Source: an optimization exercise on an open RTL-to-GDS flow (aim: small area, a short achievable clock period and few clock cycles). Production flows keep margins and buffers that such runs may drop.
Function was checked by simulation only, so behaviour that the tests miss may differ from the original.
Power is estimated from default activity; no workload was simulated.

## config.mk

```make
export PLATFORM = sky130hd
export DESIGN_NAME = tr1_bitcodec
export DESIGN_NICKNAME = tr1_bitcodec
export VERILOG_FILES = /design/flow/design.v
export SDC_FILE = /design/flow/constraint.sdc
export NUM_CORES = 4
export LEC_CHECK = 0
export CAP_MARGIN = 20
export CORE_MARGIN = 2
export CORE_UTILIZATION = 40
export SLEW_MARGIN = 20
```

## constraint.sdc

```tcl
create_clock -name core_clock -period 8.0 [get_ports {clk}]
set_input_delay 1.6000 -clock core_clock [delete_from_list [all_inputs] [get_ports {clk}]]
set_output_delay 1.6000 -clock core_clock [all_outputs]
set_load 0.01 [all_outputs]
```

## design.v

```verilog
module tr1_bitcodec (
    input  wire        clk,
    input  wire        rst,         
    input  wire        bus_en,      
    input  wire        bus_we,      
    input  wire [1:0]  bus_space,   
    input  wire [5:0]  bus_addr,    
    input  wire [31:0] bus_wdata,
    output reg  [31:0] bus_rdata,   
    output wire        busy         
);
    localparam MAX_BITS = 256;
    localparam SP_REG = 2'd0;
    localparam SP_IN  = 2'd1;
    localparam SP_OUT = 2'd2;
    localparam R_CMD     = 6'd0;
    localparam R_STATUS  = 6'd1;
    localparam R_IN_BLEN = 6'd2;
    localparam R_OUT_BLEN = 6'd4;
    localparam C_OK       = 4'd0;
    localparam C_ILLEGAL  = 4'd1;
    localparam C_IN_RANGE = 4'd3;
    localparam C_OVERFLOW = 4'd4;
    localparam OP_BST_ENC = 8'h30;
    localparam OP_BST_DEC = 8'h31;
    localparam OP_CRC_GEN = 8'h40;
    localparam OP_CRC_CHK = 8'h41;
    localparam OP_HAM_ENC = 8'h50;
    localparam OP_HAM_DEC = 8'h51;
    localparam [31:0] CRC_POLY = 32'h04C11DB7;
    localparam S_IDLE      = 4'd0;
    localparam S_DECODE    = 4'd1;
    localparam S_CRC_PAY   = 4'd2;
    localparam S_CRC_TRL   = 4'd3;
    localparam S_BST_COUNT = 4'd4;
    localparam S_BST_FLAG1 = 4'd5;
    localparam S_BST_PAY   = 4'd6;
    localparam S_BST_FLAG2 = 4'd7;
    localparam S_BST_DEC   = 4'd8;
    localparam S_HAM_RD    = 4'd9;
    localparam S_HAM_WR    = 4'd10;
    reg [MAX_BITS-1:0] in_bits;    
    reg [MAX_BITS-1:0] out_bits;
    reg [31:0] in_blen;
    reg [8:0]  out_blen;
    reg        busy_r;
    reg        err_r;
    reg [3:0]  code_r;
    assign busy = busy_r;
    reg [3:0]  state;
    reg [31:0] cmd_word;
    reg [8:0]  len;         
    reg [8:0]  plen;        
    reg [8:0]  i;           
    reg [8:0]  o;           
    reg [8:0]  cnt;         
    reg [2:0]  run;         
    reg        pend;        
    reg [31:0] crc;
    reg        mism;        
    reg [6:0]  blk;         
    wire host_wr = bus_en & bus_we & ~busy_r;
    wire host_rd = bus_en & ~bus_we;
    wire cur_in = (i < len) ? in_bits[i[7:0]] : 1'b0;
    wire hd1 = blk[0], hd2 = blk[1], hd3 = blk[2], hd4 = blk[3];
    wire [6:0] ham_code = { hd4, hd3, hd2, hd2 ^ hd3 ^ hd4, hd1, hd1 ^ hd3 ^ hd4, hd1 ^ hd2 ^ hd4 };
    wire hs1 = blk[0] ^ blk[2] ^ blk[4] ^ blk[6];
    wire hs2 = blk[1] ^ blk[2] ^ blk[5] ^ blk[6];
    wire hs3 = blk[3] ^ blk[4] ^ blk[5] ^ blk[6];
    wire [2:0] hpos = {hs3, hs2, hs1};
    reg  [6:0] blk_fix;
    always @(*) begin
        blk_fix = blk;
        if (hpos != 3'd0)
            blk_fix[hpos - 3'd1] = ~blk[hpos - 3'd1];
    end
    wire [3:0] ham_data = { blk_fix[6], blk_fix[5], blk_fix[4], blk_fix[2] };
    wire is_op_bits_legal = (cmd_word == {24'd0, OP_BST_ENC}) || (cmd_word == {24'd0, OP_BST_DEC}) ||
                            (cmd_word == {24'd0, OP_CRC_GEN}) || (cmd_word == {24'd0, OP_CRC_CHK}) ||
                            (cmd_word == {24'd0, OP_HAM_ENC}) || (cmd_word == {24'd0, OP_HAM_DEC});
    wire [7:0] op = cmd_word[7:0];
    integer t;
    always @(posedge clk) begin
        if (host_wr && bus_space == SP_IN && bus_addr < (MAX_BITS / 8)) begin
            for (t = 0; t < 8; t = t + 1)
                in_bits[{bus_addr[4:0], 3'b000} + t] <= bus_wdata[7 - t];
        end
    end
    reg [7:0] out_octet;
    reg [7:0] in_octet;
    always @(*) begin
        for (t = 0; t < 8; t = t + 1) begin
            out_octet[7 - t] = out_bits[{bus_addr[4:0], 3'b000} + t];
            in_octet[7 - t]  = in_bits[{bus_addr[4:0], 3'b000} + t];
        end
    end
    always @(posedge clk) begin
        if (host_rd) begin
            bus_rdata <= 32'd0;
            case (bus_space)
                SP_REG: begin
                    case (bus_addr)
                        R_STATUS:   bus_rdata <= {24'd0, code_r, 2'b00, err_r, busy_r};
                        R_IN_BLEN:  bus_rdata <= in_blen;
                        R_OUT_BLEN: bus_rdata <= {23'd0, out_blen};
                        default:    bus_rdata <= 32'd0;
                    endcase
                end
                SP_IN:  if (bus_addr < (MAX_BITS / 8)) bus_rdata <= {24'd0, in_octet};
                SP_OUT: if (bus_addr < (MAX_BITS / 8)) bus_rdata <= {24'd0, out_octet};
                default: bus_rdata <= 32'd0;
            endcase
        end
    end
    task finish_ok(input [8:0] olen, input e);
        begin
            out_blen <= olen;
            err_r    <= e;
            code_r   <= C_OK;
            busy_r   <= 1'b0;
            state    <= S_IDLE;
        end
    endtask
    task reject(input [3:0] c);
        begin
            code_r <= c;
            busy_r <= 1'b0;
            state  <= S_IDLE;
        end
    endtask
    always @(posedge clk) begin
        if (rst) begin
            in_blen  <= 32'd0;
            out_blen <= 9'd0;
            busy_r   <= 1'b0;
            err_r    <= 1'b0;
            code_r   <= C_OK;
            state    <= S_IDLE;
        end else begin
            case (state)
            S_IDLE: begin
                if (host_wr && bus_space == SP_REG) begin
                    if (bus_addr == R_IN_BLEN)
                        in_blen <= bus_wdata;
                    if (bus_addr == R_CMD) begin
                        cmd_word <= bus_wdata;
                        busy_r   <= 1'b1;
                        state    <= S_DECODE;
                    end
                end
            end
            S_DECODE: begin
                i    <= 9'd0;
                o    <= 9'd0;
                cnt  <= 9'd0;
                run  <= 3'd0;
                pend <= 1'b0;
                mism <= 1'b0;
                crc  <= 32'hFFFFFFFF;
                len  <= in_blen[8:0];
                if (!is_op_bits_legal)
                    reject(C_ILLEGAL);
                else if (in_blen > MAX_BITS)
                    reject(C_IN_RANGE);
                else begin
                    case (op)
                    OP_CRC_GEN: begin
                        if (in_blen + 32 > MAX_BITS)
                            reject(C_OVERFLOW);
                        else begin
                            plen  <= in_blen[8:0];
                            state <= S_CRC_PAY;
                        end
                    end
                    OP_CRC_CHK: begin
                        if (in_blen < 32)
                            finish_ok(9'd0, 1'b1);
                        else begin
                            plen  <= in_blen[8:0] - 9'd32;
                            state <= S_CRC_PAY;
                        end
                    end
                    OP_BST_ENC: state <= S_BST_COUNT;
                    OP_BST_DEC: begin
                        if (in_blen < 16)
                            finish_ok(9'd0, 1'b0);
                        else begin
                            i     <= 9'd8;
                            state <= S_BST_DEC;
                        end
                    end
                    OP_HAM_ENC: begin
                        if (7 * ((in_blen + 3) >> 2) > MAX_BITS)
                            reject(C_OVERFLOW);
                        else if (in_blen == 0)
                            finish_ok(9'd0, 1'b0);
                        else
                            state <= S_HAM_RD;
                    end
                    default: begin  
                        if (in_blen == 0)
                            finish_ok(9'd0, 1'b0);
                        else
                            state <= S_HAM_RD;
                    end
                    endcase
                end
            end
            S_CRC_PAY: begin
                if (i < plen) begin
                    out_bits[i[7:0]] <= cur_in;
                    crc <= {crc[30:0], 1'b0} ^ ((crc[31] ^ cur_in) ? CRC_POLY : 32'd0);
                    i   <= i + 9'd1;
                end else begin
                    crc   <= ~crc;
                    cnt   <= 9'd0;
                    state <= S_CRC_TRL;
                end
            end
            S_CRC_TRL: begin
                if (op == OP_CRC_GEN)
                    out_bits[i[7:0]] <= crc[31];
                else if (cur_in != crc[31])
                    mism <= 1'b1;
                crc <= {crc[30:0], 1'b0};
                i   <= i + 9'd1;
                cnt <= cnt + 9'd1;
                if (cnt == 9'd31) begin
                    if (op == OP_CRC_GEN)
                        finish_ok(plen + 9'd32, 1'b0);
                    else
                        finish_ok(plen, mism | (cur_in != crc[31]));
                end
            end
            S_BST_COUNT: begin
                if (i < len) begin
                    if (cur_in) begin
                        if (run == 3'd4) begin
                            run <= 3'd0;
                            cnt <= cnt + 9'd1;
                        end else
                            run <= run + 3'd1;
                    end else
                        run <= 3'd0;
                    i <= i + 9'd1;
                end else begin
                    if ({1'b0, len} + {1'b0, cnt} + 10'd16 > MAX_BITS)
                        reject(C_OVERFLOW);
                    else begin
                        i     <= 9'd0;
                        run   <= 3'd0;
                        cnt   <= 9'd0;
                        state <= S_BST_FLAG1;
                    end
                end
            end
            S_BST_FLAG1: begin
                out_bits[o[7:0]] <= (cnt != 9'd0) && (cnt != 9'd7);
                o   <= o + 9'd1;
                cnt <= cnt + 9'd1;
                if (cnt == 9'd7)
                    state <= S_BST_PAY;
            end
            S_BST_PAY: begin
                if (pend) begin
                    out_bits[o[7:0]] <= 1'b0;
                    o    <= o + 9'd1;
                    pend <= 1'b0;
                end else if (i < len) begin
                    out_bits[o[7:0]] <= cur_in;
                    o <= o + 9'd1;
                    i <= i + 9'd1;
                    if (cur_in) begin
                        if (run == 3'd4) begin
                            run  <= 3'd0;
                            pend <= 1'b1;
                        end else
                            run <= run + 3'd1;
                    end else
                        run <= 3'd0;
                end else begin
                    cnt   <= 9'd0;
                    state <= S_BST_FLAG2;
                end
            end
            S_BST_FLAG2: begin
                out_bits[o[7:0]] <= (cnt != 9'd0) && (cnt != 9'd7);
                o   <= o + 9'd1;
                cnt <= cnt + 9'd1;
                if (cnt == 9'd7)
                    finish_ok(o + 9'd1, 1'b0);
            end
            S_BST_DEC: begin
                if (i < len - 9'd8) begin
                    i <= i + 9'd1;
                    if (pend && !cur_in) begin
                        pend <= 1'b0;           
                    end else begin
                        pend <= 1'b0;
                        out_bits[o[7:0]] <= cur_in;
                        o <= o + 9'd1;
                        if (cur_in) begin
                            if (run == 3'd4) begin
                                run  <= 3'd0;
                                pend <= 1'b1;
                            end else
                                run <= run + 3'd1;
                        end else
                            run <= 3'd0;
                    end
                end else
                    finish_ok(o, 1'b0);
            end
            S_HAM_RD: begin
                blk[cnt[2:0]] <= cur_in;
                i   <= i + 9'd1;
                cnt <= cnt + 9'd1;
                if (op == OP_HAM_ENC ? (cnt == 9'd3) : (cnt == 9'd6)) begin
                    cnt   <= 9'd0;
                    state <= S_HAM_WR;
                end
            end
            S_HAM_WR: begin
                if (op == OP_HAM_ENC)
                    out_bits[o[7:0]] <= ham_code[cnt[2:0]];
                else
                    out_bits[o[7:0]] <= ham_data[cnt[1:0]];
                o   <= o + 9'd1;
                cnt <= cnt + 9'd1;
                if (op == OP_HAM_ENC ? (cnt == 9'd6) : (cnt == 9'd3)) begin
                    cnt <= 9'd0;
                    if (i >= len)
                        finish_ok(o + 9'd1, 1'b0);
                    else
                        state <= S_HAM_RD;
                end
            end
            default: state <= S_IDLE;
            endcase
        end
    end
endmodule
```

## run.sh

```bash
#!/bin/bash
# synth_recipe.tcl (not shown) runs the flow's synth.tcl, then flattens the netlist and writes it again
# the make line also repeats each setting of config.mk as NAME=value (left out here)
make -C /OpenROAD-flow-scripts/flow DESIGN_CONFIG=/design/flow/config.mk WORK_HOME=/design/flow/orfs CLKGATE_MAP_FILE= SYNTH_SCRIPT=/design/flow/synth_recipe.tcl finish
```

==> results.txt <==
Status - finished clean
Mapped Nets - 4862
Clk root buf - clkbuf_16
Post_cts resized - 0
Most common library cell in the layout ignoring fill and taps - nand2_1
GRT Util Overall - 30.6%
Routed WL - 193000 µm
Seq cells post-synth - 716
Dpl ws - 1.09 ns
Synth warn - 1
Placer Congestion - 1.01
Worst Max-Slew Pin Slew - 1.29 ns
Synthesized cell area - 0.0481 mm²
First-pass GRT wire length - 279000 µm
Pins Over Slew Limit - 0
Worst Reg2Reg Path Length in Cells - 21
Crit-path slowest cell - dfxtp_1
Multi-input gate area - 0.0253 mm²
Cts bufs inserted - 84
Period utilization - 86.7%
Top cells by area, synth - edfxtp_1 42%, mux4_2 9.8%, nand2_1 5.7%, o21ai_0 4.2%, o221ai_1 4.1%
DRC viols - 0
Rel. slew slack - 13.8%
Hold Path Depth - 2
Core ar. - 0.119 mm²
Nature of the critical path endpoint - register
Layout Nets - 4786
Die Span X - 351 µm
Clock Sinks - 716
TNS Setup - 0 ns
Setup ws final - 1.07 ns
Worst Skew - 0.0351 ns
CP Launch Type - register
Minimum clock period - 6.93 ns
Seq/Total Area, Yosys - 43.7%
Cts hold-fix bufs - 0
Crit path buf inv count - 2
Pin count of the biggest net entering global routing - 158
Fmax achieved - 144 MHz
Setup Viol. Count Final - 0
Layout filler cell count - 11300
Crit path max-delay family - simple AND/OR/NAND/NOR gates
I/O Buffers - 76
Clk pin slew, worst setup/hold paths - 0.06 ns
Initial antenna violation count - 11
Worst path cell trace - ha_1 > nand4_1 > nor2_1 > and3_1 > and2_1 > xor2_1 > inv_1 > fa_1 > inv_1 > ha_1 > o21ai_0 > or4b_2 > o311ai_0 > nand4_1 > nor4_1 > o211ai_1 > nor4_1 > nand3_1 > and3_1 > a2111oi_0 > a221oi_1
Worst skew pair latency - 0.72 ns
Synthesized area per cell - 10.3 µm²
Worst Path Max Fanout - 15
R2r endpoint - code_r[2]
Drt wl/cell - 30.7 µm
Library cells used by synthesis - 94
H-tree levels - 3
DRT iter0 DRCs - 6330
Number of synthesized flops with an enable pin - 665
Area grow syn2layout - 10.7%
Worst r2r src - in_blen[5]
Max-Cap Viols - 0
Min-Delay Endpoint - code_r[3]
TritonCTS clock tree - built
Hold crit path type - register to register
Post-CTS setup buffer count - 0
Antenna violation net count after detailed routing - 0
Num rows - 127
Ys flop type - edfxtp_1
Top-area cell type share of the netlist area - 41.5%
Worst Hold Launch - code_r[3]
PD cells - 172 mW/mm²
Flop2flop setup slack - 1.07 ns
Leading cell types in the layout, fill and taps excluded - 728 x nand2_1, 665 x edfxtp_1, 401 x o21ai_0
Leak - 17.4 nW
Vias in the first global route - 39800
I/O pins - 77
Final number of hold-violating endpoints - 0
Vias after detailed routing - 43200
Hpwl dp - 133000 µm
Share of cells above drive strength 1 - 11.9%
Asr flop ratio synth - 0%
Clk buf depth - 3
Worst setup path class - register to register
Initial core utilization - 40.2%
Via/cell ratio - 6.86
Max VDD drop - 0.146 mV
Die area - 0.123 mm²
Critical Path RT - 8.53 ns
Total gr overflow - 0
RSZ-0062 raised after global routing - false
Yosys top cell by area - edfxtp_1
Register Area - 0.0210 mm²
Detailed Routing Iterations Pass 1 - 10
WP data arrival - 7.46 ns
Die Y - 351 µm
CP max stage delay - 0.64 ns
Final hold slack - 0.499 ns
Synth Instances - 4681
==> report_power, final <==
| group | switching [mW] | total [mW] | internal, mW |
|---|---|---|---|
| clock network | 1.78 | 4.15 | 2.37 |
| logic | 0.608 | 0.875 | 0.267 |
| registers | 0.0414 | 4.14 | 4.09 |
| total | 2.43 | 9.16 | 6.73 |
==> how the worst max path moves through the flow <==
stage	start	cells past startpoint	end
3_5_place_dp	in_blen[5]	21	code_r[2]
5_1_grt	in_blen[5]	21	code_r[2]
6_report	in_blen[5]	21	code_r[2]
3_3_place_gp	in_blen[5]	21	code_r[2]
4_1_cts	in_blen[5]	20	code_r[2]
2_1_floorplan	i[0]	17	out_bits[0]
==> final cells by class <==
type	instances	area share (%)
clock inverters	61	1.35
flip-flops and latches	716	39.4
clock buffers	94	4.08
multi-input cells	3508	47.5
repair buffers	160	2.85
well taps	1612	3.79
diodes	7	0.0329
inverters	135	0.952
==> flip-flops by register name (all words and copies together), names as in the netlist, 32 cells and up <==
| register | cells |
|---|---|
| in_bits | 256 |
| bus_rdata | 32 |
| out_bits | 256 |
| in_blen | 32 |
| crc | 32 |
| cmd_word | 32 |
==> kinds of logic after synthesis <==
logic type / Yosys count / synth area share [%]
and+or+nand+nor: 1508 / 14.2
AOI/OAI and AO/OA: 1431 / 20.0
DFF: 716 / 43.7
buffers and inverters: 457 / 3.97
muxes: 307 / 12.0
adders and majority gates: 137 / 3.86
xor gates and xnor gates: 125 / 2.34
==> worst min-delay path: stages (launching register included) <==
cell	delay, ns
dfxtp_1	0.32
inv_1	0.05
o41ai_1	0.07
==> metrics by stage <==
stage	power [mW]	area, µm²	util, %	instances
finish	9.16	53200	44.5	6293
global route	9.33	53200	44.5	6287
floorplan	4.70	48100	-	4681
global placement	5.04	50300	42.1	6131
detailed placement	5.05	50300	42.1	6131
CTS	9.13	53200	44.5	6286
==> metal layers <==
layer	part of all wire, %	routed length (µm)	global-route usage (%)	vias up
met2	42	80900	44.3	3170
met5	0.024	47	0	-
met4	6.6	12700	16.7	6
li1	-	-	-	18100
met3	13	24900	9.35	685
met1	39	74500	40.9	21200
==> synth_stat cells, drive strengths merged (23+ instances only) <==
library cell	count
xnor2	82
nor2	283
mux2	49
o21ai	426
mux4	209
nand4	39
o22ai	36
nand2	737
clkbuf	217
and2	57
o221ai	223
a31oi	24
a21o	32
a22oi	77
inv	132
nor3	62
buf	105
nor2b	36
a311o	25
edfxtp	665
nand3	135
ha	118
and3	32
dfxtp	51
nor4	42
mux2i	49
o21a	23
xor2	42
o211ai	132
a211oi	34
a21oi	226
Testbench counts, summed over its fixed seeds: cycles 69,262.

[what the ideal ports hide]
No port has a modelled driver above. Below, the same layout with a new extraction and two added sets of constraints.
Step 1 assumes that a clkbuf_16 drives the clock port and a buf_2 every other input.
Step 2 moves the port delays by t, midway between the first and last clock arrival at a register: inputs arrive t later, outputs are due t later. That takes back most of the time a late clock gives input paths.
a / b / c = ideal / step 1 / step 2; a / b = the first two.
t (ns): 0.774
setup WS [ns]: 1.066 / 1.066 / 1.066
worst hold slack (ns): 0.499 / 0.499 / 0.499
clock arrival spread, ns: 0.036 / 0.036
After both steps this run still meets setup and hold. The setup slack of this run moves by 0.000 ns with the drivers and by 0.000 ns with both steps.
